Context: an optimization exercise on an open-source flow, tuned for small area, a short achievable clock period and few clock cycles per item. The choices shown serve that exercise and are no tape-out recipe. In this exercise RTL edits were held to simulation tests only and were not proved equivalent to the original. Power and IR drop assume default switching activity.

==> 10-07: inputs <==
==> flow/design.v <==
module block_relay (
    input             clk,
    input             rst,
    input             rx_valid,
    input      [7:0]  rx_data,
    output reg        rx_ready,
    output reg        tx_valid,
    output reg [7:0]  tx_data,
    input             tx_ready,
    input             dev_ev_valid,
    input             dev_ev_mount,    
    input      [31:0] dev_ev_bs,       
    output reg        blk_req_valid,
    output reg [31:0] blk_req_lba,
    input             blk_wr_en,
    input      [8:0]  blk_wr_addr,
    input      [7:0]  blk_wr_data,
    input             blk_done,
    output reg        fault_wr_idle,
    output reg        fault_done_idle
);
    localparam [31:0] PART_OFFSET = 32'd63;
    localparam [31:0] BLOCK_SIZE  = 32'd512;
    localparam [1:0] P_HEAD  = 2'd0,
                     P_MAGIC = 2'd1,
                     P_REQ   = 2'd2;
    function [15:0] crc16_update;
        input [15:0] c;
        input [7:0]  b;
        integer k;
        reg [15:0] r;
        begin
            r = c ^ {b, 8'h00};
            for (k = 0; k < 8; k = k + 1)
                r = r[15] ? ((r << 1) ^ 16'h1021) : (r << 1);
            crc16_update = r;
        end
    endfunction
    reg dev_state;
    always @(posedge clk) begin
        if (rst)
            dev_state <= 1'b0;
        else if (dev_ev_valid) begin
            if (!dev_ev_mount)
                dev_state <= 1'b0;
            else if (dev_ev_bs == BLOCK_SIZE)
                dev_state <= 1'b1;
        end
    end
    reg        rxv_q;            
    reg  [7:0] rxb_q;            
    reg        rxdev_q;          
    reg  [1:0] pstate;
    reg  [1:0] pcnt;
    reg [31:0] lba_sh;           
    reg        cmd_valid;        
    reg        cmd_ack;          
    wire       is_52  = rxb_q == 8'h52;
    wire       is_2a  = rxb_q == 8'h2A;
    wire       is_5e  = rxb_q == 8'h5E;
    wire       p_ack  = rxv_q && pstate == P_MAGIC && is_5e;
    wire       p_req  = rxv_q && pstate == P_REQ && pcnt == 2'd3 && rxdev_q;
    wire       cmd_take;         
    wire       cmd_valid_nx = (cmd_valid && !cmd_take) || p_ack || p_req;
    always @(posedge clk) begin
        rxb_q <= rx_data;
        if (rst) begin
            rxv_q     <= 1'b0;
            rxdev_q   <= 1'b0;
            rx_ready  <= 1'b1;
            pstate    <= P_HEAD;
            pcnt      <= 2'd0;
            cmd_valid <= 1'b0;
            cmd_ack   <= 1'b0;
        end else begin
            rxv_q    <= rx_valid && rx_ready;
            rxdev_q  <= dev_state;
            rx_ready  <= !cmd_valid_nx;
            cmd_valid <= cmd_valid_nx;
            if (p_ack || p_req)
                cmd_ack <= p_ack;
            if (rxv_q) begin
                case (pstate)
                    P_REQ: begin
                        pcnt <= pcnt + 2'd1;
                        if (pcnt == 2'd3)
                            pstate <= P_HEAD;
                    end
                    default: begin
                        pcnt <= 2'd0;
                        if (pstate == P_MAGIC && is_5e)
                            pstate <= P_HEAD;
                        else if (is_52)
                            pstate <= P_REQ;
                        else if (is_2a)
                            pstate <= P_MAGIC;
                        else
                            pstate <= P_HEAD;
                    end
                endcase
            end
        end
    end
    always @(posedge clk)
        if (rxv_q && pstate == P_REQ)
            lba_sh <= {lba_sh[23:0], rxb_q};
    reg        busy;             
    reg        pend;             
    reg        blk_rdy;          
    reg [31:0] wq_hin;           
    reg [15:0] wq_lon;           
    reg  [7:0] wq_data;
    reg        done_q;
    reg        done_qq;
    reg [4095:0] blkbuf;         
    always @(posedge clk) begin
        wq_hin  <= ~(32'd1 << blk_wr_addr[8:4]);
        wq_data <= blk_wr_data;
        if (rst) begin
            wq_lon          <= 16'hFFFF;
            done_q          <= 1'b0;
            done_qq         <= 1'b0;
            fault_wr_idle   <= 1'b0;
            fault_done_idle <= 1'b0;
        end else begin
            wq_lon          <= (blk_wr_en && busy) ? ~(16'd1 << blk_wr_addr[3:0]) : 16'hFFFF;
            done_q          <= blk_done && busy;
            done_qq         <= done_q;
            fault_wr_idle   <= blk_wr_en && !busy;
            fault_done_idle <= blk_done && !busy;
        end
    end
    genvar gi, gj;
    generate
        for (gi = 0; gi < 512; gi = gi + 1) begin : g_buf
            always @(posedge clk)
                if (!wq_hin[gi / 16] && !wq_lon[gi % 16])
                    blkbuf[8*gi +: 8] <= wq_data;
        end
    endgenerate
    reg        s_idle, s_wait, s_data, s_crch, s_crcl, s_ackk, s_acko;
    reg [63:0] rowsel;           
    reg        rows_done;        
    reg  [7:0] colh;             
    reg [63:0] row_reg;
    reg [15:0] crc;
    reg        sk_valid;
    reg  [7:0] sk_data;
    reg        adv_r;            
    wire       tx_free  = !tx_valid || tx_ready;
    wire       prod_ok  = !sk_valid;
    wire [63:0] row_rd;
    generate
        for (gj = 0; gj < 64; gj = gj + 1) begin : g_rd
            wire [63:0] col;
            for (gi = 0; gi < 64; gi = gi + 1) begin : g_col
                assign col[gi] = blkbuf[64*gi + gj];
            end
            assign row_rd[gj] = |(col & rowsel);
        end
    endgenerate
    wire        row_first = s_wait && (done_qq || blk_rdy);
    wire        advance   = adv_r;
    wire        row_next  = advance && colh[7];
    wire        row_load  = row_first || row_next;      
    wire        last_byte = advance && colh[7] && rows_done;
    wire        prod      = advance || ((s_crch || s_crcl || s_ackk || s_acko) && prod_ok);
    wire [7:0]  prod_data = s_data ? row_reg[7:0] :
                            s_crch ? crc[15:8] :
                            s_crcl ? crc[7:0] :
                            s_ackk ? 8'h4B : 8'h4F;
    wire        buf_free  = !pend && !(s_data && !rows_done && !(row_next && rowsel[63]));
    wire        s_data_nx   = (s_data && !last_byte) || row_first;
    wire        sk_valid_nx = tx_free ? (sk_valid && prod) : (sk_valid || prod);
    wire        issue_req = cmd_valid && !cmd_ack && buf_free;
    wire        issue_ack = cmd_valid && cmd_ack && !pend && s_idle;
    assign      cmd_take  = issue_req || issue_ack;
    always @(posedge clk) begin
        if (rst) begin
            busy          <= 1'b0;
            pend          <= 1'b0;
            blk_rdy       <= 1'b0;
            blk_req_valid <= 1'b0;
            tx_valid      <= 1'b0;
            sk_valid      <= 1'b0;
            adv_r         <= 1'b0;
            s_idle        <= 1'b1;
            s_wait        <= 1'b0;
            s_data        <= 1'b0;
            s_crch        <= 1'b0;
            s_crcl        <= 1'b0;
            s_ackk        <= 1'b0;
            s_acko        <= 1'b0;
        end else begin
            blk_req_valid <= issue_req;
            if (issue_req) begin
                busy <= 1'b1;
                pend <= 1'b1;
            end else if (blk_done && busy)
                busy <= 1'b0;
            if (done_qq)
                blk_rdy <= 1'b1;
            if (tx_free)
                tx_valid <= sk_valid || prod;
            sk_valid <= sk_valid_nx;
            adv_r    <= s_data_nx && !sk_valid_nx;
            if (s_idle) begin
                if (issue_ack) begin
                    s_idle <= 1'b0;
                    s_ackk <= 1'b1;
                end else if (pend || issue_req) begin
                    s_idle <= 1'b0;
                    s_wait <= 1'b1;
                end
            end
            if (row_first) begin
                pend    <= 1'b0;
                blk_rdy <= 1'b0;
                s_wait  <= 1'b0;
                s_data  <= 1'b1;
            end
            if (last_byte) begin
                s_data <= 1'b0;
                s_crch <= 1'b1;
            end
            if (s_crch && prod_ok) begin
                s_crch <= 1'b0;
                s_crcl <= 1'b1;
            end
            if (s_crcl && prod_ok) begin
                s_crcl <= 1'b0;
                s_idle <= 1'b1;
            end
            if (s_ackk && prod_ok) begin
                s_ackk <= 1'b0;
                s_acko <= 1'b1;
            end
            if (s_acko && prod_ok) begin
                s_acko <= 1'b0;
                s_idle <= 1'b1;
            end
        end
    end
    always @(posedge clk) begin
        if (issue_req)
            blk_req_lba <= lba_sh + PART_OFFSET;
        if (s_idle) begin
            rowsel    <= 64'd1;
            rows_done <= 1'b0;
            colh      <= 8'd1;
            crc       <= 16'h0000;
        end
        if (row_first || advance)
            row_reg <= (s_wait || colh[7]) ? row_rd : {8'h00, row_reg[63:8]};
        if (row_load) begin
            rowsel  <= {rowsel[62:0], 1'b0};
            if (rowsel[63])
                rows_done <= 1'b1;
        end
        if (advance) begin
            colh <= {colh[6:0], colh[7]};
            crc  <= crc16_update(crc, row_reg[7:0]);
        end
        if (tx_free)
            tx_data <= sk_valid ? sk_data : prod_data;
        if (prod && (!tx_free || sk_valid))
            sk_data <= prod_data;
    end
endmodule
==> flow/flow/run.sh <==
#!/bin/bash
# Own layout flow: the standard ORFS flow (standard.sh) with two changes to how
# the layout is made:
#  * the port buffers that buffer_ports inserts are sky130_fd_sc_hd__buf_4 cells
#    instead of the tool's default pick (a slow clkdlybuf4s50 delay cell);
#  * timing repair aims at a setup margin below the design's clock period, so
#    the resizer also works on paths that already meet the 10 ns clock.
# The clock period, constraints, synthesis and everything else are the standard flow's.
set -euo pipefail
export BUFFER_PORTS_ARGS="-buffer_cell sky130_fd_sc_hd__buf_4"
bash standard.sh SETUP_SLACK_MARGIN=7.0 finish > standard_flow.log 2>&1
==> flow/standard.sh <==
#!/bin/bash
# synth_recipe.tcl (not shown) runs the flow's synth.tcl, then flattens the netlist and writes it again
# the make line also repeats each setting of config.mk as NAME=value (left out here)
make -C /OpenROAD-flow-scripts/flow DESIGN_CONFIG=/design/flow/config.mk WORK_HOME=/design/flow/orfs CLKGATE_MAP_FILE= SYNTH_SCRIPT=/design/flow/synth_recipe.tcl "${@:-finish}"
==> flow/config.mk <==
export PLATFORM = sky130hd
export DESIGN_NAME = block_relay
export DESIGN_NICKNAME = block_relay
export VERILOG_FILES = /design/flow/design.v
export SDC_FILE = /design/flow/constraint.sdc
export NUM_CORES = 4
export LEC_CHECK = 0
export CAP_MARGIN = 20
export CELL_PAD_IN_SITES_GLOBAL_PLACEMENT = 1
export CORE_MARGIN = 2
export CORE_UTILIZATION = 40
export CTS_CLUSTER_DIAMETER = 100
export CTS_CLUSTER_SIZE = 30
export PLACE_DENSITY = 0.5
export SLEW_MARGIN = 20
==> flow/constraint.sdc <==
create_clock -name core_clock -period 10.0 [get_ports {clk}]
set_input_delay 2.0000 -clock core_clock [delete_from_list [all_inputs] [get_ports {clk}]]
set_output_delay 2.0000 -clock core_clock [all_outputs]
set_load 0.01 [all_outputs]
==> inputs of 03-08, as changes to 10-07 <==
--- a/flow/design.v
+++ b/flow/design.v
@@ -146,6 +146,7 @@
     reg [15:0] crc;
     reg        sk_valid;
     reg  [7:0] sk_data;
+    reg  [7:0] tx_cur;           
     reg        adv_r;            
     wire       tx_free  = !tx_valid || tx_ready;
     wire       prod_ok  = !sk_valid;
@@ -242,8 +243,7 @@
         end
     end
     always @(posedge clk) begin
-        if (issue_req)
-            blk_req_lba <= lba_sh + PART_OFFSET;
+        blk_req_lba <= lba_sh + PART_OFFSET;
         if (s_idle) begin
             rowsel    <= 64'd1;
             rows_done <= 1'b0;
@@ -261,8 +261,8 @@
             colh <= {colh[6:0], colh[7]};
             crc  <= crc16_update(crc, row_reg[7:0]);
         end
-        if (tx_free)
-            tx_data <= sk_valid ? sk_data : prod_data;
+        tx_cur  <= tx_free ? (sk_valid ? sk_data : prod_data) : tx_data;
+        tx_data <= tx_free ? (sk_valid ? sk_data : prod_data) : tx_cur;
         if (prod && (!tx_free || sk_valid))
             sk_data <= prod_data;
     end
CTS_CLUSTER_DIAMETER = 90   (was 100)
CTS_CLUSTER_SIZE = 26   (was 30)
PLACE_DENSITY = 0.56   (was 0.5)
==> comparison <==
Synthesized cell count: 10-07 is lower than 03-08 (about 0.5%). 10-07 passed the timing, DRC and antenna checks. 03-08 produced a clean layout. Synthesized area: 10-07 is larger than 03-08 (about 0.23%). Design area: 03-08 is higher than 10-07 (0.49%). Against 03-08, the clock-buffer cell count of 10-07 is lower by 65. In 10-07 the flip-flop and latch count is lower than in 03-08, by 8. Of 03-08 and 10-07, 10-07 has the higher die area (gap 0.23%, measured against 10-07).
==> figures <==
| quantity | 10-07 | 03-08 |
|---|---|---|
| Result of the run | timing/DRC/antenna clean | timing/DRC/antenna clean |
| Inserted Diodes | 13 | 18 |
| Power attributed to combinational cells | 0.403 mW | 0.366 mW |
| Violation count after the first detailed-route iteration | 18500 | 19900 |
| Number of nets in the layout | 8999 | 9083 |
| Starting utilization of the core area | 0.402 | 0.401 |
| Clock network contribution to total cell area | 0.0294 | 0.0330 |
| Internal power of the cells | 23.9 mW | 24.3 mW |
| Multi-input gate share of total cell area | 0.146 | 0.147 |
| Final Cell Area | 175000 um2 | 176000 um2 |
| Tightest hold margin | 0.455 ns | 0.425 ns |
| Logic pwr share | 0.013 | 0.012 |
| Met1 usage | 0.500 | 0.467 |
Testbench counts of 10-07, summed over its fixed seeds: cycles 32,680, requests 32.
Testbench counts of 03-08, summed over its fixed seeds: cycles 32,680, requests 32.

[re-timing with driven ports]
The flow's constraints put no driver on any port. The routed layouts listed below were extracted and timed again, unchanged, in two steps.
Step 1 sets driving cells, clkbuf_16 on the clock port and buf_2 on the other inputs (assumed; they add their load-dependent delay and slew).
Step 2, shift: input delay + t, output delay - t, t = (earliest + latest rising clock arrival at the registers) / 2. This alone moves slack from input paths to output paths.
a / b / c = ideal ports / drivers / drivers and shift; a / b = the first two.
run	t, ns	setup slack, ns	worst hold slack (ns)	worst register clock-pin slew, ns	worst data-port slew with drivers (ns)
10-07	1.091	6.443 / 6.311 / 6.666	0.455 / 0.455 / 0.455	0.12 / 0.12	0.10
03-08	1.070	6.569 / 6.463 / 6.136	0.425 / 0.425 / 0.425	0.11 / 0.11	0.36
After both steps every run listed still meets setup and hold. The setup slack of 03-08, which loses most, moves by -0.106 ns with the drivers and by -0.433 ns with both steps.
